What follows belongs to an exercise in optimizing a design on an open flow for small area, a short achievable clock period and few clock cycles; a production flow would make more cautious choices.
At most, simulation tests tie the RTL to the original design; equivalence was not proved.
No functional check of the RTL was part of runs 3 and 4.
Power and IR drop assume default switching activity.

===== flow/config.mk =====
export PLATFORM = sky130hd
export DESIGN_NAME = w25n_encoder
export DESIGN_NICKNAME = w25n_encoder
export VERILOG_FILES = /design/flow/design.v
export SDC_FILE = /design/flow/constraint.sdc
export NUM_CORES = 4
export LEC_CHECK = 0
export CAP_MARGIN = 20
export CORE_MARGIN = 2
export CORE_UTILIZATION = 40
export SETUP_SLACK_MARGIN = 5
export SLEW_MARGIN = 20

===== flow/constraint.sdc =====
create_clock -name core_clock -period 10.0 [get_ports {clk}]
set_input_delay 2.0000 -clock core_clock [delete_from_list [all_inputs] [get_ports {clk}]]
set_output_delay 2.0000 -clock core_clock [all_outputs]
set_load 0.01 [all_outputs]

===== flow/design.v =====
module w25n_encoder (
    input  wire        clk,
    input  wire        rst,
    input  wire        req_valid,
    output wire        req_ready,
    input  wire [31:0] req_word0,
    input  wire [31:0] req_a,
    input  wire [31:0] req_b,
    input  wire        din_valid,
    output wire        din_ready,
    input  wire [7:0]  din_data,
    output reg         dout_valid,
    output wire [7:0]  dout_data,
    output reg         res_valid,
    output wire [7:0]  res_kind,
    output wire [31:0] res_info,
    output wire [23:0] res_rec,
    output reg         bus_valid,
    output reg  [7:0]  bus_tx,
    output reg         bus_last,
    input  wire        bus_ready,
    input  wire [7:0]  bus_rx,
    input  wire        bus_err
);
    localparam [4:0] T_BAD    = 5'd0;
    localparam [4:0] T_RESET  = 5'd1;
    localparam [4:0] T_JEDEC  = 5'd2;
    localparam [4:0] T_WREN   = 5'd3;
    localparam [4:0] T_WRDI   = 5'd4;
    localparam [4:0] T_RDREG  = 5'd5;
    localparam [4:0] T_WRREG  = 5'd6;
    localparam [4:0] T_BERASE = 5'd7;
    localparam [4:0] T_PLOAD  = 5'd8;
    localparam [4:0] T_PLOADR = 5'd9;
    localparam [4:0] T_PEXEC  = 5'd10;
    localparam [4:0] T_PREAD  = 5'd11;
    localparam [4:0] T_RDATA  = 5'd12;
    localparam [4:0] T_UNPROT = 5'd13;
    localparam [4:0] T_PWRDN  = 5'd14;
    localparam [4:0] T_SREAD  = 5'd16;
    localparam [4:0] T_SWRITE = 5'd17;
    localparam [4:0] T_SERASE = 5'd18;
    localparam [4:0] T_SCAP   = 5'd19;
    localparam [4:0] T_BSTAT  = 5'd20;
    localparam [4:0] T_SCANST = 5'd24;
    localparam [4:0] T_SCANNX = 5'd25;
    localparam [3:0] K_OK        = 4'h0;
    localparam [3:0] K_TRANSPORT = 4'h1;
    localparam [3:0] K_WREN      = 4'h2;
    localparam [3:0] K_WRDI      = 4'h3;
    localparam [3:0] K_ERASE     = 4'h4;
    localparam [3:0] K_PROGRAM   = 4'h5;
    localparam [3:0] K_PROTECT   = 4'h6;
    localparam [3:0] K_ALIGN     = 4'h7;
    localparam [3:0] K_BOUNDS    = 4'h8;
    localparam [3:0] K_BADREQ    = 4'hA;
    localparam [3:0] S_IDLE = 4'd0;
    localparam [3:0] S_DISP = 4'd1;    
    localparam [3:0] S_C1   = 4'd2;    
    localparam [3:0] S_SR   = 4'd3;    
    localparam [3:0] S_POLL = 4'd4;    
    localparam [3:0] S_RG   = 4'd5;    
    localparam [3:0] S_U1   = 4'd6;    
    localparam [3:0] S_U2   = 4'd7;    
    localparam [3:0] S_U3   = 4'd8;    
    localparam [3:0] S_WR   = 4'd9;    
    localparam [3:0] S_JED  = 4'd10;   
    localparam [3:0] S_ADR  = 4'd11;   
    localparam [3:0] S_LD   = 4'd12;   
    localparam [3:0] S_RD   = 4'd13;   
    localparam [3:0] S_RDM  = 4'd14;   
    localparam [3:0] S_CHK  = 4'd15;   
    reg [4:0] pd;
    always @(*) begin
        case (req_word0[7:0])
            8'h01: pd = T_RESET;
            8'h02: pd = T_JEDEC;
            8'h03: pd = T_WREN;
            8'h04: pd = T_WRDI;
            8'h05: pd = T_RDREG;
            8'h06: pd = T_WRREG;
            8'h07: pd = T_BERASE;
            8'h08: pd = T_PLOAD;
            8'h09: pd = T_PLOADR;
            8'h0A: pd = T_PEXEC;
            8'h0B: pd = T_PREAD;
            8'h0C: pd = T_RDATA;
            8'h0D: pd = T_UNPROT;
            8'h0E: pd = T_PWRDN;
            8'h20: pd = T_SREAD;
            8'h21: pd = T_SWRITE;
            8'h22: pd = T_SERASE;
            8'h23: pd = T_SCAP;
            8'h24: pd = T_BSTAT;
            8'h30: pd = T_SCANST;
            8'h31: pd = T_SCANNX;
            default: pd = T_BAD;
        endcase
        if (req_word0[31:24] != 8'h00) pd = T_BAD;
    end
    reg        pv;         
    reg [4:0]  P;          
    reg        pW;         
    reg [3:0]  st;
    reg [2:0]  hi;         
    reg        pay;        
    reg [4:0]  T;          
    reg [31:0] A;          
    reg [31:0] B;          
    reg [31:0] R;          
    reg [11:0] S;          
    reg [7:0]  rxq;        
    reg        known;      
    reg        rxff;       
    reg [3:0]  kind;
    reg [8:0]  rs;         
    reg        cy, nz, zb; 
    reg        adv;        
    reg        dr;         
    reg        skv;        
    localparam [31:0] CAPACITY = 32'h1000_0000;
    wire mv    = bus_valid & bus_ready;       
    wire slot  = ~bus_valid | bus_ready;      
    wire tlast = bus_valid & bus_last;        
    wire tend  = mv & bus_last;
    assign req_ready = (st == S_IDLE) & pv;
    assign din_ready = dr & ~skv;
    wire   take      = din_valid & dr & ~skv;
    assign dout_data = rxq;
    wire paged = (T == T_SREAD) | (T == T_SWRITE);
    wire scan  = (T == T_SCANNX);
    wire Z     = (R == 32'd0);
    wire Rnz   = ~Z;
    wire Z1    = (R[10:0] == 11'd1) & (paged | (R[31:11] == 21'd0));
    reg [2:0] hl;
    always @(*) begin
        case (st)
            S_C1:         hl = 3'd0;
            S_JED, S_RDM: hl = 3'd4;
            S_ADR:        hl = 3'd3;
            S_RD:         hl = scan ? 3'd5 : 3'd3;
            default:      hl = 3'd2;
        endcase
    end
    wire haspay = (st == S_LD) | ((st == S_RD) & ~scan);
    wire topay  = pay | (haspay & (hi == hl));         
    wire ldp    = (st == S_LD) & (pay | (hi == 3'd2));  
    wire fill   = slot & ldp & ~tlast;                  
    wire [2:0] hn = hi + 3'd1;
    reg  [7:0] nb;
    always @(*) begin
        nb = 8'h00;
        case (st)
            S_SR, S_POLL: if (hn == 3'd1) nb = 8'hC0;
            S_U1, S_U3:   if (hn == 3'd1) nb = 8'hA0;
            S_U2:         nb = (hn == 3'd1) ? 8'hA0 : (B[7:0] & 8'h87);
            S_RG:         if (hn == 3'd1) nb = A[15:8];
            S_WR:         nb = (hn == 3'd1) ? A[15:8] : A[23:16];
            S_ADR:        nb = (hn == 3'd1) ? A[23:16] : (hn == 3'd2) ? A[15:8] : A[7:0];
            S_LD:         if (T != T_SWRITE) nb = (hn == 3'd1) ? A[15:8] : A[7:0];
            S_RD:         if (T == T_RDATA && hn[2:1] != 2'b10) nb = (hn == 3'd1) ? A[15:8] : (hn == 3'd2) ? A[7:0] : 8'h00;
            S_RDM:        if (hn == 3'd1) nb = 8'h08;
            default:      ;
        endcase
    end
    wire [7:0] c1_op = (T == T_RESET) ? 8'hFF :
                       (T == T_PWRDN) ? 8'hB9 :
                       (T == T_WRDI)  ? 8'h04 : 8'h06;
    wire [7:0] ld_op = (T == T_PLOADR) ? 8'h84 : 8'h02;
    wire       ser   = (T == T_SERASE);
    wire [7:0] ca    = (hi[1:0] == 2'd0) ? A[7:0]   : (hi[1:0] == 2'd1) ? A[15:8] :
                       (hi[1:0] == 2'd2) ? A[23:16] : A[31:24];
    wire [7:0] cb    = (hi[1:0] == 2'd0) ? B[7:0]   : (hi[1:0] == 2'd1) ? B[15:8] :
                       (hi[1:0] == 2'd2) ? B[23:16] : B[31:24];
    wire [8:0] csum  = {1'b0, ca} + {1'b0, cb ^ {8{ser}}} + {8'd0, cy};
    wire       b_gt_cap = (B[31:29] != 3'd0) || (B[28] && (B[27:0] != 28'd0));
    wire       rw_oob = csum[8] | (csum[7:5] != 3'd0) |
                        (csum[4] & (nz | (csum[3:0] != 4'd0)));
    wire       er_oob = csum[8] | b_gt_cap;
    wire       ck_oob = ser ? er_oob : rw_oob;
    wire       ck_al  = ser ? ((A[16:0] != 17'd0) || (B[16:0] != 17'd0))
                            : ((A[10:0] != 11'd0) || (B[10:0] != 11'd0));
    wire       ck_bz  = ~ser & (B == 32'd0);
    wire       ck_dec = (hi == 3'd4);
    wire       ckfail = cy | nz | zb;
    wire more_er = (A[17:6] < B[28:17]);
    reg [3:0] fs;
    reg [7:0] fop;
    always @(*) begin
        fs  = S_IDLE;
        fop = 8'h0F;
        case (T)
            T_RESET, T_PWRDN, T_WREN, T_WRDI, T_BERASE, T_PLOAD, T_PLOADR:
                       begin fs = S_C1;  fop = c1_op; end
            T_JEDEC:   begin fs = S_JED; fop = 8'h9F; end
            T_RDREG:   begin fs = S_RG;  fop = 8'h0F; end
            T_WRREG:   begin fs = S_WR;  fop = 8'h1F; end
            T_PEXEC:   begin fs = S_ADR; fop = 8'h10; end
            T_PREAD, T_BSTAT:
                       begin fs = S_ADR; fop = 8'h13; end
            T_RDATA:   begin fs = S_RD;  fop = 8'h03; end
            T_UNPROT:  begin fs = S_U1;  fop = 8'h0F; end
            T_SCANNX:  if (!S[11]) begin fs = S_ADR; fop = 8'h13; end
            T_SREAD, T_SWRITE, T_SERASE:
                       fs = S_CHK;
            default:   ;    
        endcase
    end
    reg [3:0] ns;
    reg [7:0] nop;
    always @(*) begin
        ns  = S_IDLE;
        nop = 8'h0F;
        case (st)
            S_C1:   if (T != T_RESET && T != T_PWRDN) ns = S_SR;
            S_SR: begin
                if (T == T_BERASE || T == T_SERASE) begin ns = S_ADR; nop = 8'hD8; end
                else if (T == T_PLOAD || T == T_PLOADR || T == T_SWRITE) begin ns = S_LD; nop = ld_op; end
            end
            S_ADR:  ns = S_POLL;
            S_POLL: begin
                if (bus_rx[0]) ns = S_POLL;
                else case (T)
                    T_SERASE: if (more_er) begin ns = S_C1; nop = 8'h06; end
                    T_SWRITE: if (Rnz)     begin ns = S_C1; nop = 8'h06; end
                    T_BSTAT:  begin ns = S_RDM; nop = 8'h03; end
                    T_SREAD, T_SCANNX: begin ns = S_RD; nop = 8'h03; end
                    default:  ;
                endcase
            end
            S_LD:   if (T == T_SWRITE) begin ns = S_ADR; nop = 8'h10; end
            S_RD: begin
                if (scan) begin ns = S_RDM; nop = 8'h03; end
                else if (T == T_SREAD && Rnz) begin ns = S_ADR; nop = 8'h13; end
            end
            S_U1:   begin ns = S_U2; nop = 8'h1F; end
            S_U2:   ns = S_U3;
            default: ;
        endcase
    end
    reg [3:0] rk;
    always @(*) begin
        rk = K_OK;
        case (st)
            S_DISP: if (T == T_BAD) rk = K_BADREQ;
            S_CHK:  rk = cy ? K_BOUNDS : nz ? K_ALIGN : K_OK;
            S_SR: begin
                if (T == T_WRDI) begin
                    if (bus_rx[1]) rk = K_WRDI;
                end else if (!bus_rx[1]) rk = K_WREN;
            end
            S_POLL: begin
                if (!bus_rx[0]) begin
                    if (bus_rx[2] && (T == T_BERASE || T == T_SERASE)) rk = K_ERASE;
                    if (bus_rx[3] && (T == T_PEXEC  || T == T_SWRITE)) rk = K_PROGRAM;
                end
            end
            S_U3: if (bus_rx[6:3] != 4'd0) rk = K_PROTECT;
            default: ;
        endcase
        if (bus_err && st != S_IDLE && st != S_DISP && st != S_CHK && st != S_U2)
            rk = K_TRANSPORT;
    end
    wire tok = (rk == K_OK);
    function [8:0] srcs(input [3:0] k, input [4:0] t);
        reg okk;
        begin
            okk = (k == K_OK);
            srcs[8] = (k == K_BADREQ) | (k == K_BOUNDS) | (k == K_ALIGN) |
                      (k == K_ERASE) | (k == K_PROGRAM) | (okk & (t == T_SCANNX));
            srcs[7] = okk & ((t == T_RDATA) | (t == T_SREAD));
            srcs[6] = okk & (t == T_JEDEC);
            srcs[5] = (k == K_WREN) | (k == K_WRDI) | (okk & ((t == T_RDREG) | (t == T_JEDEC)));
            srcs[4] = (k == K_PROTECT);
            srcs[3] = okk & (t == T_BSTAT);
            srcs[2] = okk & (t == T_SCAP);
            srcs[1] = 1'b0;
            srcs[0] = okk & (t == T_SCANNX);
        end
    endfunction
    assign res_kind = {4'd0, kind};
    assign res_info = ({32{rs[8]}} & A) | ({32{rs[7]}} & B) | {32{rs[1]}} |
                      {7'd0, rs[6] & known, {16{rs[6]}} & B[15:0], {8{rs[5]}} & rxq} |
                      {28'd0, {4{rs[4]}} & rxq[6:3]} |
                      {31'd0, rs[3] & rxff} |
                      {3'd0, rs[2], 28'd0};
    assign res_rec  = {24{rs[0]}} & {B[15:0], rxq};
    wire acc = (st == S_IDLE) & pv;
    always @(posedge clk) begin
        rxq   <= bus_rx;
        known <= ({B[7:0], bus_rx} == 16'hAA22);
        rxff  <= (bus_rx == 8'hFF);
        P     <= pd;
        pW    <= (pd == T_BAD) | (pd == T_RDREG) | (pd == T_WRREG);
        pv    <= req_valid;
        if (st != S_IDLE) begin
            kind <= rk;
            rs   <= (st == S_DISP && scan && S[11]) ? 9'b000000010 : srcs(rk, T);
        end
        res_valid  <= ((st == S_DISP) & (fs == S_IDLE)) |
                      ((st == S_CHK) & ck_dec & ckfail) |
                      (tend & (~tok | (ns == S_IDLE)));
        dout_valid <= mv & pay & (st == S_RD);
        case (st)
            S_IDLE:  if (pv) st <= S_DISP;
            S_DISP:  st <= fs;
            S_CHK:   if (ck_dec) st <= ckfail ? S_IDLE : (T == T_SREAD) ? S_ADR : S_C1;
            default: if (tend) st <= tok ? ns : S_IDLE;
        endcase
        if (st == S_DISP || st == S_CHK || mv)
            hi <= (st == S_DISP || (st == S_CHK && ck_dec) || (mv && bus_last)) ? 3'd0 : hn;
        if (st == S_DISP || st == S_CHK || mv)
            pay <= (st != S_DISP) && (st != S_CHK) && !bus_last && topay;
        if (slot) begin
            if (st == S_DISP) begin
                bus_tx    <= fop;
                bus_last  <= (fs == S_C1);
                bus_valid <= (fs != S_IDLE) && (fs != S_CHK);
            end else if (st == S_CHK) begin
                bus_tx    <= (T == T_SREAD) ? 8'h13 : 8'h06;
                bus_last  <= (T != T_SREAD);
                bus_valid <= ck_dec & ~ckfail;
            end else if (tlast) begin
                bus_tx    <= nop;
                bus_last  <= (ns == S_C1);
                bus_valid <= tok & (ns != S_IDLE);
            end else if (ldp) begin
                bus_tx    <= skv ? B[7:0] : din_data;
                bus_last  <= skv ? ~dr : Z1;
                bus_valid <= skv | take;
            end else if (topay) begin
                bus_tx    <= 8'h00;
                bus_last  <= Z1;
                bus_valid <= (st != S_IDLE);
            end else begin
                bus_tx    <= nb;
                bus_last  <= (hn == hl) & ~(haspay & Rnz);
                bus_valid <= (st != S_IDLE);
            end
        end
        if (mv && st == S_LD && !pay && hi == 3'd1 && Rnz)
            dr <= 1'b1;
        else if (take && Z1)
            dr <= 1'b0;
        if (fill && skv)
            skv <= 1'b0;
        else if (take && !fill)
            skv <= 1'b1;
        if (st == S_DISP)
            R <= B;
        else if (take || (mv && st == S_RD && !scan && !bus_last && topay))
            R <= R - 32'd1;
        if (acc)
            B <= req_b;
        else if (take && !fill)
            B[7:0] <= din_data;
        else if (mv && ((st == S_JED && !bus_last) || (st == S_RD && scan) || st == S_U1))
            B[15:0] <= {B[7:0], bus_rx};
        if (acc)
            A <= pW ? req_word0 : req_a;
        else if (st == S_DISP && scan && !S[11])
            A <= {14'd0, S, 6'd0};
        else if ((st == S_DISP && T == T_BSTAT) || (st == S_CHK && ck_dec && !ckfail))
            A <= {11'd0, A[31:11]};
        else if (tend && ((st == S_C1 && adv) || (st == S_RD && T == T_SREAD)))
            A[17:0] <= A[17:0] + (ser ? 18'd64 : 18'd1);
        if (st == S_DISP) begin
            if (T == T_SCANST) S <= 12'd0;
            else if (scan && !S[11]) S <= S + 12'd1;
        end
        if (st == S_DISP)
            adv <= 1'b0;
        else if (tend && st == S_C1)
            adv <= 1'b1;
        if (acc)
            T <= P;
        if (st == S_DISP) begin
            cy <= 1'b0;
            nz <= 1'b0;
        end else if (st == S_CHK && !ck_dec) begin
            if (hi[1:0] == 2'd3) begin
                cy <= ck_oob;
                nz <= ck_al;
                zb <= ck_bz;
            end else begin
                cy <= csum[8];
                nz <= nz | (csum[7:0] != 8'd0);
            end
        end
        if (rst) begin
            st         <= S_IDLE;
            pv         <= 1'b0;
            bus_valid  <= 1'b0;
            res_valid  <= 1'b0;
            dout_valid <= 1'b0;
            dr         <= 1'b0;
            skv        <= 1'b0;
            S          <= 12'h800;
        end
    end
endmodule

===== flow/run.sh =====
#!/bin/bash
# synth_recipe.tcl (not shown) runs the flow's synth.tcl, then flattens the netlist and writes it again
# the make line also repeats each setting of config.mk as NAME=value (left out here)
make -C /OpenROAD-flow-scripts/flow DESIGN_CONFIG=/design/flow/config.mk WORK_HOME=/design/flow/orfs CLKGATE_MAP_FILE= SYNTH_SCRIPT=/design/flow/synth_recipe.tcl finish

==> results of run 1 <==
-- sequential cells by signal, indices dropped and copies added (netlist names), 3 cells and up --
register / cells
P: 5
st: 4
rs: 9
T: 5
R: 32
bus_tx: 8
A: 32
hi: 3
kind: 4
rxq: 8
B: 32
S: 12
-- worst reg2reg max path: stages, from the launching register on --
cell and delay, ns:
sky130_fd_sc_hd__edfxtp_1 0.50, sky130_fd_sc_hd__inv_1 0.16, sky130_fd_sc_hd__ha_1 0.16, sky130_fd_sc_hd__buf_4 0.29, sky130_fd_sc_hd__mux2i_1 0.24, sky130_fd_sc_hd__nor2_1 0.06, sky130_fd_sc_hd__a21oi_1 0.11, sky130_fd_sc_hd__o21ai_0 0.11
sky130_fd_sc_hd__xnor2_1 0.17, sky130_fd_sc_hd__fa_1 0.41, sky130_fd_sc_hd__fa_1 0.41, sky130_fd_sc_hd__a21o_1 0.21, sky130_fd_sc_hd__a21oi_1 0.28, sky130_fd_sc_hd__o21bai_1 0.14, sky130_fd_sc_hd__a2111oi_0 0.48, sky130_fd_sc_hd__o32a_1 0.27
sky130_fd_sc_hd__a31oi_1 0.09, sky130_fd_sc_hd__nor4b_1 0.28, sky130_fd_sc_hd__nor2_1 0.08
-- per-stage QoR --
stage	std cells	worst slack, ns	power (uW)
2_1_floorplan	1533	5.54	2670
3_3_place_gp	2039	5.05	3550
3_5_place_dp	2039	5.04	3570
4_1_cts	2071	5.04	4220
5_1_grt	2071	5.05	4530
6_report	2071	5.11	4290
-- layout make-up --
cell class	instances	area (sq um)
Clock buffer	19	433
Clock inverter	13	116
Fill cell	2976	15800
Sequential cell	169	4670
Inverter	35	131
Timing Repair Buffer	225	2190
Tap cell	402	503
Multi-Input combinational cell	1208	7430
-- report_power, final --
part,switching (uW),leakage [uW],total (uW),internal [uW]
clock network,330,0.000274,658,328
registers,408,0.00155,1440,1030
logic,1250,0.00390,2190,940
total,1990,0.00572,4290,2300
-- cell usage in the layout, fill, tap and decap left out, drive strengths merged, types with 10 or more instances in the layout --
cell	n
nand2	201
clkdlybuf4s50	199
o21ai	136
edfxtp	128
nor2	126
a21oi	117
mux2i	69
nand3	47
nor3	42
dfxtp	41
inv	41
xnor2	37
a22oi	32
ha	31
and2	29
nor4	28
xor2	27
buf	26
nor2b	21
clkbuf	19
nand2b	18
or3	18
a211oi	18
nand4	15
o22ai	14
a221o	13
and3	11
a31oi	11
or4	11
a21o	10
o211ai	10
-- routing by layer --
metal	routed length, um	vias up	GRT usage [%]	part of all wire, %
li1	-	5909	-	-
met1	21600	6129	42.3	42
met2	22100	833	46.5	43
met3	5750	122	6.80	11
met4	1760	0	10.6	3.4
met5	0	-	0	0
-- worst max path at each step --
stage                     depth (start not counted)  slack [ns]        end       from
after floorplan                                  18        5.54         cy      hi[0]
after global placement                            9        5.05      st[1]  bus_rx[3]
after detailed placement                          9        5.04      st[1]  bus_rx[3]
after CTS                                         5        5.04  req_ready      st[2]
after global routing                             18        5.05         cy      hi[0]
final                                             5        5.11  req_ready      st[0]
-- cells by family after synthesis --
group / share of synthesized area, %
AO/OA/AOI/OAI: 22.1
buffers and inverters: 4.82
multiplexers: 5.64
flip-flops: 36.9
AND/OR/NAND/NOR: 22.7
adder cells (fa/ha/maj): 3.38
XOR/XNOR: 4.43
other: 0.0297
==> results.txt, run 1 <==
========================================================================================================
Total Die Area                                                                               33100 sq um
Number of synthesized flops with an enable pin                                                       128
CP Cell Sequence                                                                            nor4_2 -> nand2_1 -> buf_4 -> inv_2 -> clkdlybuf4s50_1
Die width                                                                                         182 um
RSZ-0062 raised after global routing                                                                  no
Number of primary I/O pins                                                                           204
IO Port Bufs                                                                                         199
Routed length per instance                                                                       24.7 um
Number of detailed-routing iterations run before antenna repair                                        6
Run status                                                                                  finished clean
Critical path class                                                                         flop to output port
Total standard cell area after synthesis                                                     12600 sq um
Gates resized, CTS repair                                                                              0
CP Max Fanout                                                                                         38
Wire length of the first global-routing pass                                                    75700 um
Fin. max-slew vios                                                                                     0
Fraction of registers with async set or reset after synthesis                                         0%
Max IR drop VDD                                                                               0.000138 V
DRC violation count after routing                                                                      0
Power Dens Cells                                                                             278 nW/um^2
Total global-route track usage                                                                     30.4%
First DRT Iteration DRCs                                                                            1662
Vias after detailed routing                                                                        12993
Clock buffer count from CTS                                                                           17
Sequential cell area fraction in the yosys report                                                  36.9%
Most area-hungry cell type in the Yosys netlist                                             sky130_fd_sc_hd__edfxtp_1
Vias per inst                                                                                       6.27
Antenna diode count                                                                                    0
Cell row count                                                                                        65
FF-to-FF End                                                                                          cy
Number of global-route vias before repair                                                          12156
Max Clock Skew                                                                                 0.0174 ns
CTS H-tree lvls                                                                                        4
Worst min-delay path endpoint                                                                       T[1]
Layout Cell Area excl Fill                                                                   15500 sq um
Detailed placement HPWL                                                                         37300 um
Clock tree from TritonCTS                                                                           done
Count of cell types in the netlist                                                                    78
Worst-case register-to-register setup slack                                                      5.47 ns
GPL Wtd Cong                                                                                       0.969
Worst Path Arrival                                                                               2.89 ns
Launch instance of the worst register-to-register path                                             hi[0]
Aggregate negative setup slack                                                                      0 ns
Skew-Pair Late Insertion Delay                                                                   0.45 ns
Number of hold buffers added after CTS                                                                 0
Critical Path Start Type                                                                            flop
Number of cells on the worst hold path                                                                 0
Post-CTS clock slew at the launch and capture registers of the worst setup and hold paths        0.07 ns
Effective utilization at floorplan                                                                 40.4%
Biggest cell delay along the critical path                                                       1.08 ns
Reported max-cap violation count                                                                       0
CTS Root Buffer Type                                                                        sky130_fd_sc_hd__clkbuf_16
Startpoint of the most critical hold path                                                           P[1]
Least-Margin Pin Slew                                                                            1.15 ns
Layout cell share with drive strength beyond 1                                                     4.79%
Class of the most critical hold timing path                                                 flop to flop
Worst r2r path cells                                                                                  18
Crit path required time                                                                          8.00 ns
Top cells by area in the synthesized netlist                                                sky130_fd_sc_hd__edfxtp_1 30%, sky130_fd_sc_hd__dfxtp_1 6.5%, sky130_fd_sc_hd__nand2_1 6.0%
Static Leak                                                                                   0.00572 uW
Fin crit share                                                                                     48.9%
Post-detailed-route count of antenna-violating nets                                                    0
Post-synthesis cell count                                                                           1530
Maximum buffer depth of the clock tree                                                                 2
Maximum number of pins on one net before global-route repair                                          71
Number of setup violations in the final report                                                         0
Number of register bits inferred by synthesis                                                        169
Layout overhead on the synthesized area                                                            22.3%
Final worst hold slack                                                                          0.405 ns
Detailed-route wire length                                                                      51100 um
# clock sinks                                                                                        169
Yosys top cell area share                                                                          30.4%
Syn avg cell area                                                                             8.27 sq um
Number of antenna violations at the first check in global routing                                      0
Number of buffers added for setup after CTS                                                            0
Synth warnings                                                                                         1
Remaining max-slew budget at the tightest pin                                                      23.6%
Leftover overflow at the end of global routing                                                         0
Most instantiated flip-flop cell in the synthesis netlist                                   sky130_fd_sc_hd__edfxtp_1
Max stage delay cell, worst path                                                            sky130_fd_sc_hd__dfxtp_1
Die Y-Extent                                                                                      182 um
Number of nets in the layout                                                                        1807
Most instantiated cells after synthesis                                                     201 x sky130_fd_sc_hd__nand2_1, 134 x sky130_fd_sc_hd__o21ai_0, 128 x sky130_fd_sc_hd__edfxtp_1
Utilization after layout                                                                           49.4%
Final critical delay including setup and external delays                                         4.89 ns
Std-Cell Core Area                                                                           31300 sq um
Placed cell areas                                                                            14900 sq um
Highest clock rate                                                                             0.204 GHz
Crit. End Element                                                                            output port
Most common cell in the synthesized netlist                                                 sky130_fd_sc_hd__nand2_1
Hold violation count in the final report                                                               0
CP Buf/Inv Count                                                                                       3
Top delay family on crit path                                                                 flip-flops
========================================================================================================
Testbench counts, summed over its fixed seeds: cycles 367,522.
==> inputs of run 2 (changes only) <==
==> flow/flow/run.sh (new file) <==
#!/bin/bash
# Own layout flow: the standard flow, with a stronger setup-repair target
# (a larger slack margin) for the steps after synthesis. Synthesis is the
# standard one, unchanged. Each tool's output goes to its own log here.
set -euo pipefail
MARGIN=$(cat flow/margin.txt)
PORTBUF=$(cat flow/portbuf.txt 2>/dev/null || true)

# 1. standard synthesis, unchanged
bash standard.sh synth > synth.log 2>&1

# 2. the rest of the standard flow with the larger margin
sed -e "s/SETUP_SLACK_MARGIN=[^ ]*/SETUP_SLACK_MARGIN=${MARGIN}/" standard.sh > layout.sh
grep -q "SETUP_SLACK_MARGIN=${MARGIN}" layout.sh
if [[ -n "$PORTBUF" ]]; then
  export BUFFER_PORTS_ARGS="-buffer_cell ${PORTBUF}"
fi
bash layout.sh finish > layout.log 2>&1
test -f out/final.def
==> flow/flow/margin.txt (new file) <==
6.5
==> flow/flow/portbuf.txt (new file) <==
sky130_fd_sc_hd__buf_2
==> flow/standard.sh (new file) <==
#!/bin/bash
# synth_recipe.tcl (not shown) runs the flow's synth.tcl, then flattens the netlist and writes it again
# the make line also repeats each setting of config.mk as NAME=value (left out here)
make -C /OpenROAD-flow-scripts/flow DESIGN_CONFIG=/design/flow/config.mk WORK_HOME=/design/flow/orfs CLKGATE_MAP_FILE= SYNTH_SCRIPT=/design/flow/synth_recipe.tcl "${@:-finish}"
removed: flow/run.sh
==> results.txt, run 2 <==
=================================================================================================================
Post-synthesis simple-gate area fraction                                                                    22.7%
Total Die Area                                                                                        33100 sq um
Power Dens Cells                                                                                      299 nW/um^2
Post-detailed-route count of antenna-violating nets                                                             0
Fraction of registers with async set or reset after synthesis                                                  0%
RSZ-0062 raised after global routing                                                                          yes
Commonest non-fill, non-tap cell in the layout                                                       sky130_fd_sc_hd__nand2_1
Remaining max-slew budget at the tightest pin                                                               37.8%
CP Max Fanout                                                                                                   2
Fin crit share                                                                                              37.7%
Filler cell count                                                                                            2913
Largest registers                                                                                    A: 32 flops, B: 32 flops, R: 32 flops
Die width                                                                                                  182 um
Skew-Pair Late Insertion Delay                                                                            0.46 ns
Count of cell types in the netlist                                                                             78
Highest clock rate                                                                                      0.265 GHz
Number of primary I/O pins                                                                                    204
Number of detailed-routing iterations run before antenna repair                                                 6
Layout overhead on the synthesized area                                                                     28.7%
Number of synthesized flops with an enable pin                                                                128
Number of cells on the worst hold path                                                                          0
Final critical delay including setup and external delays                                                  3.77 ns
Area share of xor/xnor cells in the synthesized design                                                      4.43%
Leftover overflow at the end of global routing                                                                  0
Top delay family on crit path                                                                          flip-flops
Std-Cell Core Area                                                                                    31300 sq um
IO Port Bufs                                                                                                  199
Aggregate negative setup slack                                                                               0 ns
Critical path class                                                                                  flop to output port
Number of register bits inferred by synthesis                                                                 169
Startpoint of the most critical hold path                                                                    P[2]
Run status                                                                                           finished clean
Detailed placement HPWL                                                                                  37300 um
Yosys top cell area share                                                                                   30.4%
FF-to-FF End                                                                                                   cy
Max IR drop VDD                                                                                        0.000170 V
Top cells by area in the synthesized netlist                                                         sky130_fd_sc_hd__edfxtp_1 30%, sky130_fd_sc_hd__dfxtp_1 6.5%, sky130_fd_sc_hd__nand2_1 6.0%
Critical Path Start Type                                                                                     flop
CTS Root Buffer Type                                                                                 sky130_fd_sc_hd__clkbuf_16
Detailed-route wire length                                                                               56000 um
Clock buffer count from CTS                                                                                    17
Layout cell share with drive strength beyond 1                                                              27.0%
GPL Wtd Cong                                                                                                0.924
Most instantiated cells after synthesis                                                              201 x sky130_fd_sc_hd__nand2_1, 134 x sky130_fd_sc_hd__o21ai_0, 128 x sky130_fd_sc_hd__edfxtp_1
Biggest cell delay along the critical path                                                                0.51 ns
Sequential cell area fraction in the yosys report                                                           36.9%
Worst path setup slack after routing                                                                      6.23 ns
Number of antenna violations at the first check in global routing                                               3
Share of the synthesized area in compound gates (AO/OA/AOI/OAI)                                             22.1%
Most common cell in the synthesized netlist                                                          sky130_fd_sc_hd__nand2_1
Vias after detailed routing                                                                                 13798
Synth warnings                                                                                                  1
Worst Path Arrival                                                                                        1.77 ns
Launch instance of the worst register-to-register path                                                      hi[0]
Post-CTS clock slew at the launch and capture registers of the worst setup and hold paths                 0.08 ns
Least-Margin Pin Slew                                                                                    0.932 ns
Die Y-Extent                                                                                               182 um
Crit. End Element                                                                                     output port
Clock tree from TritonCTS                                                                                    done
Hold violation count in the final report                                                                        0
Multiplexer share of the synthesized area                                                                   5.64%
Number of nets in the layout                                                                                 1910
Number of setup violations in the final report                                                                  0
Fin. max-slew vios                                                                                              0
Vias per inst                                                                                                6.34
CTS H-tree lvls                                                                                                 4
Effective utilization at floorplan                                                                          40.4%
Total global-route track usage                                                                              32.9%
CP Depth                                                                                                        3
CP Buf/Inv Count                                                                                                1
Arithmetic-cell share of the synthesized area counting full adders, half adders and majority gates          3.38%
Max Clock Skew                                                                                          0.0134 ns
Largest family of logic cells by synthesized area                                                    simple AND/OR/NAND/NOR gates
Total standard cell area after synthesis                                                              12600 sq um
Cell row count                                                                                                 65
CP Cell Sequence                                                                                     a222oi_1 -> nand2_1 -> buf_2
DRC violation count after routing                                                                               0
Pre-CTS setup slack                                                                                       5.41 ns
Class of the most critical hold timing path                                                          flop to flop
Number of hold buffers added after CTS                                                                          0
Most area-hungry cell type in the Yosys netlist                                                      sky130_fd_sc_hd__edfxtp_1
Syn avg cell area                                                                                      8.27 sq um
Top library cells by usage in the layout, fill and taps aside                                        195 x sky130_fd_sc_hd__nand2_1, 190 x sky130_fd_sc_hd__buf_2, 130 x sky130_fd_sc_hd__o21ai_0
Wire length of the first global-routing pass                                                             81100 um
Most instantiated flip-flop cell in the synthesis netlist                                            sky130_fd_sc_hd__edfxtp_1
First DRT Iteration DRCs                                                                                     1898
# clock sinks                                                                                                 169
Post-synthesis cell count                                                                                    1530
Reported max-cap violation count                                                                                0
Crit path required time                                                                                   8.00 ns
Maximum number of pins on one net before global-route repair                                                   71
Max stage delay cell, worst path                                                                     sky130_fd_sc_hd__edfxtp_1
Routed length per instance                                                                                25.8 um
Static Leak                                                                                            0.00652 uW
Worst min-delay path endpoint                                                                                T[2]
Number of global-route vias before repair                                                                   12663
Worst r2r path cells                                                                                           18
Worst-case register-to-register setup slack                                                               6.30 ns
Maximum buffer depth of the clock tree                                                                          2
=================================================================================================================
==> run 2: cell count changes in the layout (fill, tap and decap cells not counted), sizes merged <==
cell / delta
clkinv: +7
buf: +295
clkdlybuf4s50: -199
bufbuf: +2
inv: -5
clkbuf: +3
diode: +1
==> run 2: timing repair <==
action / CTS / global route
pin swaps: 58 / 60
endpoints found under the setup margin: 118 / 63
gates resized for setup: 104 / 76
setup buffers: 64 / 34
gates cloned: 7 / 3
==> run 2: metrics by stage <==
step	hold slack (ns)	power (uW)	utilization, %	cells	cell area [sq um]
3_3_place_gp	0.391	3410	44.5	2034	13900
2_1_floorplan	0.386	2720	-	1533	12800
5_1_grt	0.411	5090	52.0	2174	16300
4_1_cts	0.402	4520	49.9	2137	15600
3_5_place_dp	0.392	3430	44.5	2034	13900
6_report	0.398	4860	52.0	2175	16300
==> run 2: worst max-delay path by stage <==
stage                         start     endpoint
after global routing          hi[1]           cy
after floorplan           bus_rx[3]        rs[6]
after CTS                     st[3]    req_ready
final                          B[2]  res_info[2]
after global placement    bus_rx[3]        rs[6]
after detailed placement      st[2]    req_ready
==> run 2: per-layer routing <==
layer  GRT usage [%]  vias up  wire length, um
met5               0        -               16
met2            50.0      955            24200
met4            14.4        2             2530
met1            44.7     6548            22500
li1                -     6133                -
met3            7.70      160             6760
==> run 2: cells by family (layout without fill, tap and decap cells) <==
| logic type | count (synthesis) | after routing |
|---|---|---|
| buffers and inverters | 156 | 395 |
| AND/OR/NAND/NOR | 595 | 595 |
| AO/OA/AOI/OAI | 441 | 441 |
| multiplexers | 71 | 71 |
| other | 1 | 5 |
| flip-flops | 169 | 169 |
| XOR/XNOR | 64 | 64 |
| adder cells (fa/ha/maj) | 33 | 33 |
==> run 2: layout make-up <==
type / instances / area, sq um / area share [%]
diodes: 1 / 2.50 / 0.0154
clock buffers: 19 / 455 / 2.80
clock inverters: 13 / 114 / 0.700
inverters: 35 / 158 / 0.969
multi-input cells: 1208 / 7940 / 48.8
flip-flops and latches: 169 / 4680 / 28.7
well taps: 402 / 503 / 3.09
repair buffers: 326 / 2390 / 14.7
repair inverters: 2 / 32.5 / 0.200
==> run 2: power breakdown <==
group	internal [uW]	total [uW]	leakage (uW)	switching [uW]
Sequential	1030	1320	0.00155	287
Combinational	1210	2870	0.00469	1670
Clock	340	661	0.000284	321
==> inputs of run 3 (changes only) <==
--- a/flow/design.v
+++ b/flow/design.v
@@ -115,3 +115,5 @@
     reg [3:0]  kind;
-    reg [8:0]  rs;         
+    reg [6:0]  rs;         
+    reg        fz;         
+    reg        errq;       
     reg        cy, nz, zb; 
@@ -170,11 +172,19 @@
     wire       ser   = (T == T_SERASE);
-    wire [7:0] ca    = (hi[1:0] == 2'd0) ? A[7:0]   : (hi[1:0] == 2'd1) ? A[15:8] :
-                       (hi[1:0] == 2'd2) ? A[23:16] : A[31:24];
-    wire [7:0] cb    = (hi[1:0] == 2'd0) ? B[7:0]   : (hi[1:0] == 2'd1) ? B[15:8] :
-                       (hi[1:0] == 2'd2) ? B[23:16] : B[31:24];
-    wire [8:0] csum  = {1'b0, ca} + {1'b0, cb ^ {8{ser}}} + {8'd0, cy};
+    reg  [3:0] ca, cb;
+    always @(*) begin
+        case (hi)
+            3'd0: begin ca = A[3:0];   cb = B[3:0];   end
+            3'd1: begin ca = A[7:4];   cb = B[7:4];   end
+            3'd2: begin ca = A[11:8];  cb = B[11:8];  end
+            3'd3: begin ca = A[15:12]; cb = B[15:12]; end
+            3'd4: begin ca = A[19:16]; cb = B[19:16]; end
+            3'd5: begin ca = A[23:20]; cb = B[23:20]; end
+            3'd6: begin ca = A[27:24]; cb = B[27:24]; end
+            default: begin ca = A[31:28]; cb = B[31:28]; end
+        endcase
+    end
+    wire [4:0] csum  = {1'b0, ca} + {1'b0, cb ^ {4{ser}}} + {4'd0, cy};
     wire       b_gt_cap = (B[31:29] != 3'd0) || (B[28] && (B[27:0] != 28'd0));
-    wire       rw_oob = csum[8] | (csum[7:5] != 3'd0) |
-                        (csum[4] & (nz | (csum[3:0] != 4'd0)));
-    wire       er_oob = csum[8] | b_gt_cap;
+    wire       rw_oob = csum[4] | (csum[3:1] != 3'd0) | (csum[0] & nz);
+    wire       er_oob = csum[4] | b_gt_cap;
     wire       ck_oob = ser ? er_oob : rw_oob;
@@ -183,3 +193,3 @@
     wire       ck_bz  = ~ser & (B == 32'd0);
-    wire       ck_dec = (hi == 3'd4);
+    wire       ck_dec = pay;
     wire       ckfail = cy | nz | zb;
@@ -240,2 +250,8 @@
     end
+    wire intx = (st != S_IDLE) && (st != S_DISP) && (st != S_CHK);
+    wire stop = (bus_err && st != S_U2) ||
+                (st == S_SR && T != T_WRDI && !bus_rx[1]) ||
+                (st == S_POLL && !bus_rx[0] &&
+                 ((bus_rx[2] && (T == T_BERASE || T == T_SERASE)) ||
+                  (bus_rx[3] && (T == T_PEXEC  || T == T_SWRITE))));
     reg [3:0] rk;
@@ -248,19 +264,16 @@
                 if (T == T_WRDI) begin
-                    if (bus_rx[1]) rk = K_WRDI;
-                end else if (!bus_rx[1]) rk = K_WREN;
+                    if (rxq[1]) rk = K_WRDI;
+                end else if (!rxq[1]) rk = K_WREN;
             end
             S_POLL: begin
-                if (!bus_rx[0]) begin
-                    if (bus_rx[2] && (T == T_BERASE || T == T_SERASE)) rk = K_ERASE;
-                    if (bus_rx[3] && (T == T_PEXEC  || T == T_SWRITE)) rk = K_PROGRAM;
-                end
+                if (rxq[2] && (T == T_BERASE || T == T_SERASE)) rk = K_ERASE;
+                if (rxq[3] && (T == T_PEXEC  || T == T_SWRITE)) rk = K_PROGRAM;
             end
-            S_U3: if (bus_rx[6:3] != 4'd0) rk = K_PROTECT;
+            S_U3: if (rxq[6:3] != 4'd0) rk = K_PROTECT;
             default: ;
         endcase
-        if (bus_err && st != S_IDLE && st != S_DISP && st != S_CHK && st != S_U2)
+        if (errq && intx && st != S_U2)
             rk = K_TRANSPORT;
     end
-    wire tok = (rk == K_OK);
-    function [8:0] srcs(input [3:0] k, input [4:0] t);
+    function [6:0] srcs(input [3:0] k, input [4:0] t);
         reg okk;
@@ -268,11 +281,9 @@
             okk = (k == K_OK);
-            srcs[8] = (k == K_BADREQ) | (k == K_BOUNDS) | (k == K_ALIGN) |
-                      (k == K_ERASE) | (k == K_PROGRAM) | (okk & (t == T_SCANNX));
-            srcs[7] = okk & ((t == T_RDATA) | (t == T_SREAD));
-            srcs[6] = okk & (t == T_JEDEC);
-            srcs[5] = (k == K_WREN) | (k == K_WRDI) | (okk & ((t == T_RDREG) | (t == T_JEDEC)));
-            srcs[4] = (k == K_PROTECT);
-            srcs[3] = okk & (t == T_BSTAT);
-            srcs[2] = okk & (t == T_SCAP);
-            srcs[1] = 1'b0;
+            srcs[6] = (k == K_BADREQ) | (k == K_BOUNDS) | (k == K_ALIGN) |
+                      (k == K_ERASE) | (k == K_PROGRAM) | (okk & ((t == T_SCANNX) | (t == T_SCAP)));
+            srcs[5] = okk & ((t == T_RDATA) | (t == T_SREAD));
+            srcs[4] = okk & (t == T_JEDEC);
+            srcs[3] = (k == K_WREN) | (k == K_WRDI) | (okk & ((t == T_RDREG) | (t == T_JEDEC)));
+            srcs[2] = (k == K_PROTECT);
+            srcs[1] = okk & (t == T_BSTAT);
             srcs[0] = okk & (t == T_SCANNX);
@@ -281,7 +292,6 @@
     assign res_kind = {4'd0, kind};
-    assign res_info = ({32{rs[8]}} & A) | ({32{rs[7]}} & B) | {32{rs[1]}} |
-                      {7'd0, rs[6] & known, {16{rs[6]}} & B[15:0], {8{rs[5]}} & rxq} |
-                      {28'd0, {4{rs[4]}} & rxq[6:3]} |
-                      {31'd0, rs[3] & rxff} |
-                      {3'd0, rs[2], 28'd0};
+    assign res_info = ({32{rs[6]}} & A) | ({32{rs[5]}} & B) |
+                      {7'd0, rs[4] & known, {16{rs[4]}} & B[15:0], {8{rs[3]}} & rxq} |
+                      {28'd0, {4{rs[2]}} & rxq[6:3]} |
+                      {31'd0, rs[1] & rxff};
     assign res_rec  = {24{rs[0]}} & {B[15:0], rxq};
@@ -289,5 +299,7 @@
     always @(posedge clk) begin
-        rxq   <= bus_rx;
-        known <= ({B[7:0], bus_rx} == 16'hAA22);
-        rxff  <= (bus_rx == 8'hFF);
+        if (mv)
+            rxq <= bus_rx;
+        errq  <= bus_err;
+        known <= ({B[7:0], rxq} == 16'hAA22);
+        rxff  <= (rxq == 8'hFF);
         P     <= pd;
@@ -297,3 +309,3 @@
             kind <= rk;
-            rs   <= (st == S_DISP && scan && S[11]) ? 9'b000000010 : srcs(rk, T);
+            rs   <= srcs(rk, T) & {6'b111111, ~(st == S_DISP && S[11])};
         end
@@ -301,3 +313,4 @@
                       ((st == S_CHK) & ck_dec & ckfail) |
-                      (tend & (~tok | (ns == S_IDLE)));
+                      fz;
+        fz         <= tend & (stop | (ns == S_IDLE));
         dout_valid <= mv & pay & (st == S_RD);
@@ -307,3 +320,6 @@
             S_CHK:   if (ck_dec) st <= ckfail ? S_IDLE : (T == T_SREAD) ? S_ADR : S_C1;
-            default: if (tend) st <= tok ? ns : S_IDLE;
+            default: begin
+                if (fz) st <= S_IDLE;
+                else if (tend && !stop && ns != S_IDLE) st <= ns;
+            end
         endcase
@@ -312,3 +328,3 @@
         if (st == S_DISP || st == S_CHK || mv)
-            pay <= (st != S_DISP) && (st != S_CHK) && !bus_last && topay;
+            pay <= (st == S_CHK) ? (hi == 3'd7 && !ck_dec) : (st != S_DISP) && !bus_last && topay;
         if (slot) begin
@@ -325,3 +341,3 @@
                 bus_last  <= (ns == S_C1);
-                bus_valid <= tok & (ns != S_IDLE);
+                bus_valid <= ~stop & (ns != S_IDLE);
             end else if (ldp) begin
@@ -333,3 +349,3 @@
                 bus_last  <= Z1;
-                bus_valid <= (st != S_IDLE);
+                bus_valid <= ~fz & (st != S_IDLE);
             end else begin
@@ -337,3 +353,3 @@
                 bus_last  <= (hn == hl) & ~(haspay & Rnz);
-                bus_valid <= (st != S_IDLE);
+                bus_valid <= ~fz & (st != S_IDLE);
             end
@@ -360,4 +376,6 @@
             A <= pW ? req_word0 : req_a;
-        else if (st == S_DISP && scan && !S[11])
-            A <= {14'd0, S, 6'd0};
+        else if (st == S_DISP && scan)
+            A <= S[11] ? 32'hFFFF_FFFF : {14'd0, S, 6'd0};
+        else if (st == S_DISP && T == T_SCAP)
+            A <= CAPACITY;
         else if ((st == S_DISP && T == T_BSTAT) || (st == S_CHK && ck_dec && !ckfail))
@@ -380,3 +398,3 @@
         end else if (st == S_CHK && !ck_dec) begin
-            if (hi[1:0] == 2'd3) begin
+            if (hi == 3'd7) begin
                 cy <= ck_oob;
@@ -385,4 +403,4 @@
             end else begin
-                cy <= csum[8];
-                nz <= nz | (csum[7:0] != 8'd0);
+                cy <= csum[4];
+                nz <= nz | (csum[3:0] != 4'd0);
             end
@@ -395,2 +413,3 @@
             dout_valid <= 1'b0;
+            fz         <= 1'b0;
             dr         <= 1'b0;
==> results.txt, run 3 <==
========================================================================================================
Final critical delay including setup and external delays                                         3.82 ns
Commonest non-fill, non-tap cell in the layout                                              sky130_fd_sc_hd__buf_2
CTS Root Buffer Type                                                                        sky130_fd_sc_hd__clkbuf_16
Area of the multi-input gates                                                                 7380 sq um
RSZ-0062 raised after global routing                                                                 yes
Top library cells by usage in the layout, fill and taps aside                               198 x sky130_fd_sc_hd__buf_2, 176 x sky130_fd_sc_hd__nand2_1, 134 x sky130_fd_sc_hd__edfxtp_1
Vias per inst                                                                                       6.31
Cell row count                                                                                        64
Largest registers                                                                           A: 32 flops, B: 32 flops, R: 32 flops
Layout overhead on the synthesized area                                                            21.0%
Cell total after placement                                                                          1976
Skew-Pair Late Insertion Delay                                                                   0.46 ns
Count of cell types in the netlist                                                                    92
GPL Wtd Cong                                                                                       0.959
Power Dens Cells                                                                             265 nW/um^2
Aggregate negative setup slack                                                                      0 ns
Highest clock rate                                                                             0.262 GHz
Number of nets in the layout                                                                        1818
Critical Path Start Type                                                                            flop
Static Leak                                                                                   0.00600 uW
Most instantiated flip-flop cell in the synthesis netlist                                   sky130_fd_sc_hd__edfxtp_1
Fin crit share                                                                                     38.2%
Run status                                                                                  finished clean
First DRT Iteration DRCs                                                                            2188
Crit path required time                                                                          8.00 ns
Post-CTS clock slew at the launch and capture registers of the worst setup and hold paths        0.07 ns
Post-detailed-route count of antenna-violating nets                                                    0
Clock tree from TritonCTS                                                                           done
Met1 capacity usage during global routing                                                          41.1%
Layout cell share with drive strength beyond 1                                                     23.8%
Maximum buffer depth of the clock tree                                                                 2
# clock sinks                                                                                        169
Met3 Resource Use GR                                                                               8.10%
Total global-route track usage                                                                     30.5%
Syn avg cell area                                                                             8.52 sq um
DRC violation count after routing                                                                      0
Detailed placement HPWL                                                                         35900 um
Reported max-cap violation count                                                                       0
Std-Cell Core Area                                                                           30700 sq um
IO Port Bufs                                                                                         199
Remaining max-slew budget at the tightest pin                                                      38.9%
Number of detailed-routing iterations run before antenna repair                                       12
Total standard cell area after synthesis                                                     12600 sq um
Die width                                                                                         181 um
Fraction of registers with async set or reset after synthesis                                         0%
Busiest metal layer after global routing                                                            met2
Top cells by area in the synthesized netlist                                                sky130_fd_sc_hd__edfxtp_1 32%, sky130_fd_sc_hd__dfxtp_1 5.6%, sky130_fd_sc_hd__nand2_1 5.3%
Max IR drop VDD                                                                               0.000168 V
Synth warnings                                                                                         1
Fin. max-slew vios                                                                                     0
Maximum number of pins on one net before global-route repair                                          74
Footprint of the flip-flops and latches                                                       4730 sq um
CP Max Fanout                                                                                         32
Yosys top cell area share                                                                          32.0%
Most area-hungry cell type in the Yosys netlist                                             sky130_fd_sc_hd__edfxtp_1
Clock buffer count from CTS                                                                           17
Number of setup violations in the final report                                                         0
Crit. End Element                                                                            output port
Number of primary I/O pins                                                                           204
Number of antenna violations at the first check in global routing                                      0
CTS H-tree lvls                                                                                        4
Routed length per instance                                                                       24.9 um
GRT met2 Usage                                                                                     47.3%
Vias after detailed routing                                                                        13129
Sequential cell area fraction in the yosys report                                                  37.6%
Worst Path Arrival                                                                               1.82 ns
Leftover overflow at the end of global routing                                                         0
Critical path class                                                                         flop to output port
Post-synthesis cell count                                                                           1475
Post-Layout Cell Count                                                                              2080
Filler cell count                                                                                   3024
Effective utilization at floorplan                                                                 40.9%
Number of register bits inferred by synthesis                                                        169
Total Die Area                                                                               32900 sq um
Number of synthesized flops with an enable pin                                                       134
Wire length of the first global-routing pass                                                    75300 um
Detailed-route wire length                                                                      51900 um
Least-Margin Pin Slew                                                                           0.917 ns
Class of the most critical hold timing path                                                 flop to flop
Most common cell in the synthesized netlist                                                 sky130_fd_sc_hd__nand2_1
Max Clock Skew                                                                                 0.0150 ns
Die Y-Extent                                                                                      181 um
Most instantiated cells after synthesis                                                     178 x sky130_fd_sc_hd__nand2_1, 134 x sky130_fd_sc_hd__edfxtp_1, 118 x sky130_fd_sc_hd__o21ai_0
Hold violation count in the final report                                                               0
Number of global-route vias before repair                                                          12007
========================================================================================================
-- run 3: cell types whose count changed after synthesis, moves of 10 or more --
cell | previous run | this run
sky130_fd_sc_hd__mux2i_1 | 69 | 44
sky130_fd_sc_hd__a211oi_1 | 18 | 29
sky130_fd_sc_hd__a222oi_1 | 5 | 34
sky130_fd_sc_hd__a22oi_1 | 32 | 13
sky130_fd_sc_hd__inv_1 | 32 | 59
sky130_fd_sc_hd__nand2_1 | 201 | 178
sky130_fd_sc_hd__nor2_1 | 126 | 101
sky130_fd_sc_hd__a31oi_1 | 11 | 25
sky130_fd_sc_hd__a21oi_1 | 117 | 91
sky130_fd_sc_hd__nor2b_1 | 21 | 38
sky130_fd_sc_hd__o21ai_0 | 134 | 118
sky130_fd_sc_hd__nand3_1 | 46 | 36
-- run 3: layer usage --
| metal | vias up | share of wire, % |
|---|---|---|
| li1 | 5913 | - |
| met1 | 6228 | 41 |
| met2 | 868 | 44 |
| met3 | 120 | 12 |
| met4 | 0 | 3.7 |
| met5 | - | 0 |
-- run 3: worst max-delay path: stages (launching register included) --
cell and delay [ns]:
sky130_fd_sc_hd__edfxtp_1 0.42, sky130_fd_sc_hd__buf_12 0.19, sky130_fd_sc_hd__a222oi_1 0.49, sky130_fd_sc_hd__inv_1 0.10, sky130_fd_sc_hd__buf_2 0.16
-- run 3: worst paths after layout --
check,slack [ns],depth (start not counted),end,start
min,0.41,0,T[3],P[3]
max reg2reg,6.38,16,cy,hi[0]
max,6.18,4,res_info[24],rs[6]
min reg2reg,0.41,0,T[3],P[3]
-- run 3: power by group --
group / internal, uW / total [uW] / leakage (uW) / switching (uW)
logic: 849 / 2120 / 0.00417 / 1280
registers: 1010 / 1220 / 0.00155 / 210
clock network: 354 / 685 / 0.000283 / 330
total: 2210 / 4030 / 0.00600 / 1820
-- run 3: repair_timing --
action                                  in CTS  in global routing
setup buffers                               49                 20
pin swaps                                   18                 11
endpoints found under the setup margin     128                 81
gates resized for setup                     31                 23
hold buffers                                 0                  0
cloned                                       0                  2
-- run 3: final cells by class --
type / instances / area share [%]
antenna: 1 / 0.0164
clock buffer: 17 / 2.80
clock inverter: 15 / 1.07
inverter: 62 / 1.70
multi-input combinational: 1132 / 48.5
sequential: 169 / 31.1
tap: 396 / 3.26
timing repair buffer: 288 / 11.6
-- run 3: kinds of logic after synthesis --
family | after synthesis | share of synthesized area, %
and+or+nand+nor | 556 | 22.7
DFF | 169 | 37.6
other | 1 | 0.0298
muxes | 49 | 3.98
buffers and inverters | 178 | 5.55
xor gates and xnor gates | 55 | 3.83
adders and majority gates | 30 | 3.10
AOI/OAI and AO/OA | 437 | 23.2
-- run 3: per-stage QoR --
step / total power, uW / cell area, sq um / hold slack [ns] / setup WS (ns) / util, %
final: 4030 / 15200 / 0.408 / 6.18 / 49.5
after floorplan: 2430 / 12700 / 0.386 / 6.27 / -
after detailed placement: 3050 / 13800 / 0.394 / 5.84 / 44.9
after global routing: 4230 / 15200 / 0.426 / 6.14 / 49.5
after global placement: 3040 / 13800 / 0.388 / 5.90 / 44.9
after CTS: 3900 / 14900 / 0.410 / 6.27 / 48.5
==> inputs of run 4 (changes only) <==
--- a/flow/config.mk
+++ b/flow/config.mk
@@ -12 +12,2 @@
 export SLEW_MARGIN = 20
+export TNS_END_PERCENT = 0
==> results.txt, run 4 <==
========================================================================================================
Commonest non-fill, non-tap cell in the layout                                              sky130_fd_sc_hd__buf_2
Post-detailed-route count of antenna-violating nets                                                    0
Yosys top cell area share                                                                          32.0%
Footprint of the flip-flops and latches                                                       4730 sq um
Max Clock Skew                                                                                 0.0123 ns
Detailed-route wire length                                                                      49500 um
Number of setup violations in the final report                                                         0
Number of hold buffers added after CTS                                                                 0
Most instantiated flip-flop cell in the synthesis netlist                                   sky130_fd_sc_hd__edfxtp_1
Total global-route track usage                                                                     29.7%
Std-Cell Core Area                                                                           30700 sq um
Aggregate negative setup slack                                                                      0 ns
Most area-hungry cell type in the Yosys netlist                                             sky130_fd_sc_hd__edfxtp_1
Number of register bits inferred by synthesis                                                        169
Max stage delay cell, worst path                                                            sky130_fd_sc_hd__a222oi_1
Clock tree from TritonCTS                                                                           done
Top cells by area in the synthesized netlist                                                sky130_fd_sc_hd__edfxtp_1 32%, sky130_fd_sc_hd__dfxtp_1 5.6%, sky130_fd_sc_hd__nand2_1 5.3%
Max IR drop VDD                                                                               0.000152 V
First DRT Iteration DRCs                                                                            1976
Static Leak                                                                                   0.00575 uW
Effective utilization at floorplan                                                                 40.9%
Count of cell types in the netlist                                                                    92
Final critical delay including setup and external delays                                         3.77 ns
# clock sinks                                                                                        169
Area of the multi-input gates                                                                 7300 sq um
Synth warnings                                                                                         1
DRC violation count after routing                                                                      0
Crit. End Element                                                                            output port
Crit path required time                                                                          8.00 ns
CTS Root Buffer Type                                                                        sky130_fd_sc_hd__clkbuf_16
Syn avg cell area                                                                             8.52 sq um
Die Y-Extent                                                                                      181 um
Vias per inst                                                                                       6.27
Maximum buffer depth of the clock tree                                                                 2
Antenna diode count                                                                                    0
Total standard cell area after synthesis                                                     12600 sq um
Critical path class                                                                         flop to output port
Leftover overflow at the end of global routing                                                         0
Number of antenna violations at the first check in global routing                                      0
IO Port Bufs                                                                                         199
Filler cell count                                                                                   3031
Top library cells by usage in the layout, fill and taps aside                               200 x sky130_fd_sc_hd__buf_2, 177 x sky130_fd_sc_hd__nand2_1, 134 x sky130_fd_sc_hd__edfxtp_1
Remaining max-slew budget at the tightest pin                                                      35.8%
Least-Margin Pin Slew                                                                           0.960 ns
Post-CTS clock slew at the launch and capture registers of the worst setup and hold paths        0.07 ns
Total Die Area                                                                               32900 sq um
Sequential cell area fraction in the yosys report                                                  37.6%
Number of global-route vias before repair                                                          11832
Worst Path Arrival                                                                               1.77 ns
CP Cell Sequence                                                                            buf_4 -> a222oi_1 -> inv_1 -> buf_2
Hold violation count in the final report                                                               0
Biggest cell delay along the critical path                                                       0.42 ns
Run status                                                                                  finished clean
Cell row count                                                                                        64
RSZ-0062 raised after global routing                                                                 yes
GPL Wtd Cong                                                                                       0.950
Reported max-cap violation count                                                                       0
Routed length per instance                                                                       24.3 um
Class of the most critical hold timing path                                                 flop to flop
Most instantiated cells after synthesis                                                     178 x sky130_fd_sc_hd__nand2_1, 134 x sky130_fd_sc_hd__edfxtp_1, 118 x sky130_fd_sc_hd__o21ai_0
Detailed placement HPWL                                                                         35800 um
Clock buffer count from CTS                                                                           17
Critical Path Start Type                                                                            flop
Number of detailed-routing iterations run before antenna repair                                        9
Most common cell in the synthesized netlist                                                 sky130_fd_sc_hd__nand2_1
Number of nets in the layout                                                                        1775
CTS H-tree lvls                                                                                        4
Post-synthesis cell count                                                                           1475
Fraction of registers with async set or reset after synthesis                                         0%
Largest registers                                                                           A: 32 flops, B: 32 flops, R: 32 flops
Skew-Pair Late Insertion Delay                                                                   0.45 ns
Highest clock rate                                                                             0.265 GHz
Maximum number of pins on one net before global-route repair                                          59
Total chip power                                                                                 3890 uW
CP Max Fanout                                                                                         16
Number of synthesized flops with an enable pin                                                       134
Number of primary I/O pins                                                                           204
Wire length of the first global-routing pass                                                    73800 um
Fin crit share                                                                                     37.7%
Vias after detailed routing                                                                        12770
Layout cell share with drive strength beyond 1                                                     20.9%
Power Dens Cells                                                                             264 nW/um^2
Die width                                                                                         181 um
Layout overhead on the synthesized area                                                            17.2%
Fin. max-slew vios                                                                                     0
========================================================================================================
==> run 4: cells by family after synthesis <==
kind of cell / share of synthesized area (%)
muxes: 3.98
adders and majority gates: 3.10
DFF: 37.6
other: 0.0298
buffers and inverters: 5.55
and+or+nand+nor: 22.7
xor gates and xnor gates: 3.83
AOI/OAI and AO/OA: 23.2
==> run 4: repair_timing <==
action                                  CTS  global route
cloned                                    1             0
pin swaps                                 5             8
buffers inserted                         22             7
endpoints found under the setup margin  126           121
hold endpoints to repair                  0             0
gates resized for setup                  21            13
==> run 4: worst max-delay path: cells and delay by family (launching register included) <==
kind / cells / cell delay, ns
flops: 1 / 0.40
compound gates: 1 / 0.42
buf+inv: 3 / 0.50
==> run 4: final cells by class <==
cell class | instances | share of cell area [%]
tap | 396 | 3.36
sequential | 169 | 32.1
inverter | 62 | 1.66
clock buffer | 19 | 2.94
multi-input combinational | 1131 | 49.5
timing repair buffer | 246 | 9.58
clock inverter | 13 | 0.815
==> run 4: worst paths after layout <==
check	from	end	slack (ns)	cells after the start
setup reg to reg	hi[0]	cy	6.30	15
hold reg to reg	P[0]	T[0]	0.41	0
hold / removal	P[0]	T[0]	0.41	0
setup / recovery	rs[5]	res_info[8]	6.23	4
==> run 4: metal layers <==
| layer | routed length, um | vias to the layer above | global-route usage (%) |
|---|---|---|---|
| li1 | - | 5831 | - |
| met4 | 1710 | 0 | 11.3 |
| met5 | 0 | - | 0 |
| met3 | 5080 | 109 | 6.75 |
| met1 | 21000 | 6013 | 40.7 |
| met2 | 21800 | 817 | 45.6 |
==> run 4: power by group <==
part / switching [uW] / internal, uW
Clock: 307 / 345
Sequential: 245 / 1010
Combinational: 1190 / 794
==> run 4: through the flow <==
| step | util, % | setup WS, ns | hold slack [ns] | cells | area [sq um] |
|---|---|---|---|---|---|
| 3_3_place_gp | 44.8 | 5.71 | 0.391 | 1974 | 13800 |
| 2_1_floorplan | - | 6.22 | 0.386 | 1478 | 12600 |
| 6_report | 47.9 | 6.23 | 0.406 | 2036 | 14700 |
| 4_1_cts | 47.5 | 6.28 | 0.408 | 2029 | 14600 |
| 3_5_place_dp | 44.8 | 5.71 | 0.395 | 1974 | 13800 |
| 5_1_grt | 47.9 | 6.18 | 0.419 | 2036 | 14700 |

## what the ideal ports hide
In the flow no input, the clock included, has a driving cell. The finished layouts below were timed again as built, in two steps. Step 1 assumes that a clkbuf_16 drives the clock port and a buf_2 every other input. Step 2 adds t to the input delays and takes it off the output delays; t is the mean of the earliest and latest rising clock arrival at the registers after step 1. Input paths then give back, and output paths get back, about the clock's delay inside the block. Slacks: ideal / step 1 / step 2; pairs: ideal / step 1.
run	t (ns)	setup WS [ns]	hold slack, ns
run 1	0.492	5.107 / 5.057 / 4.931	0.405 / 0.405 / 0.405
run 2	0.500	6.228 / 6.177 / 5.781	0.398 / 0.398 / 0.398
run 3	0.502	6.183 / 6.131 / 6.190	0.408 / 0.408 / 0.408
run 4	0.492	6.231 / 6.178 / 6.013	0.406 / 0.406 / 0.406
After both steps every run listed still meets setup and hold. For run 2, which loses most, drivers alone change the setup slack by -0.051 ns; drivers and shift together by -0.447 ns.
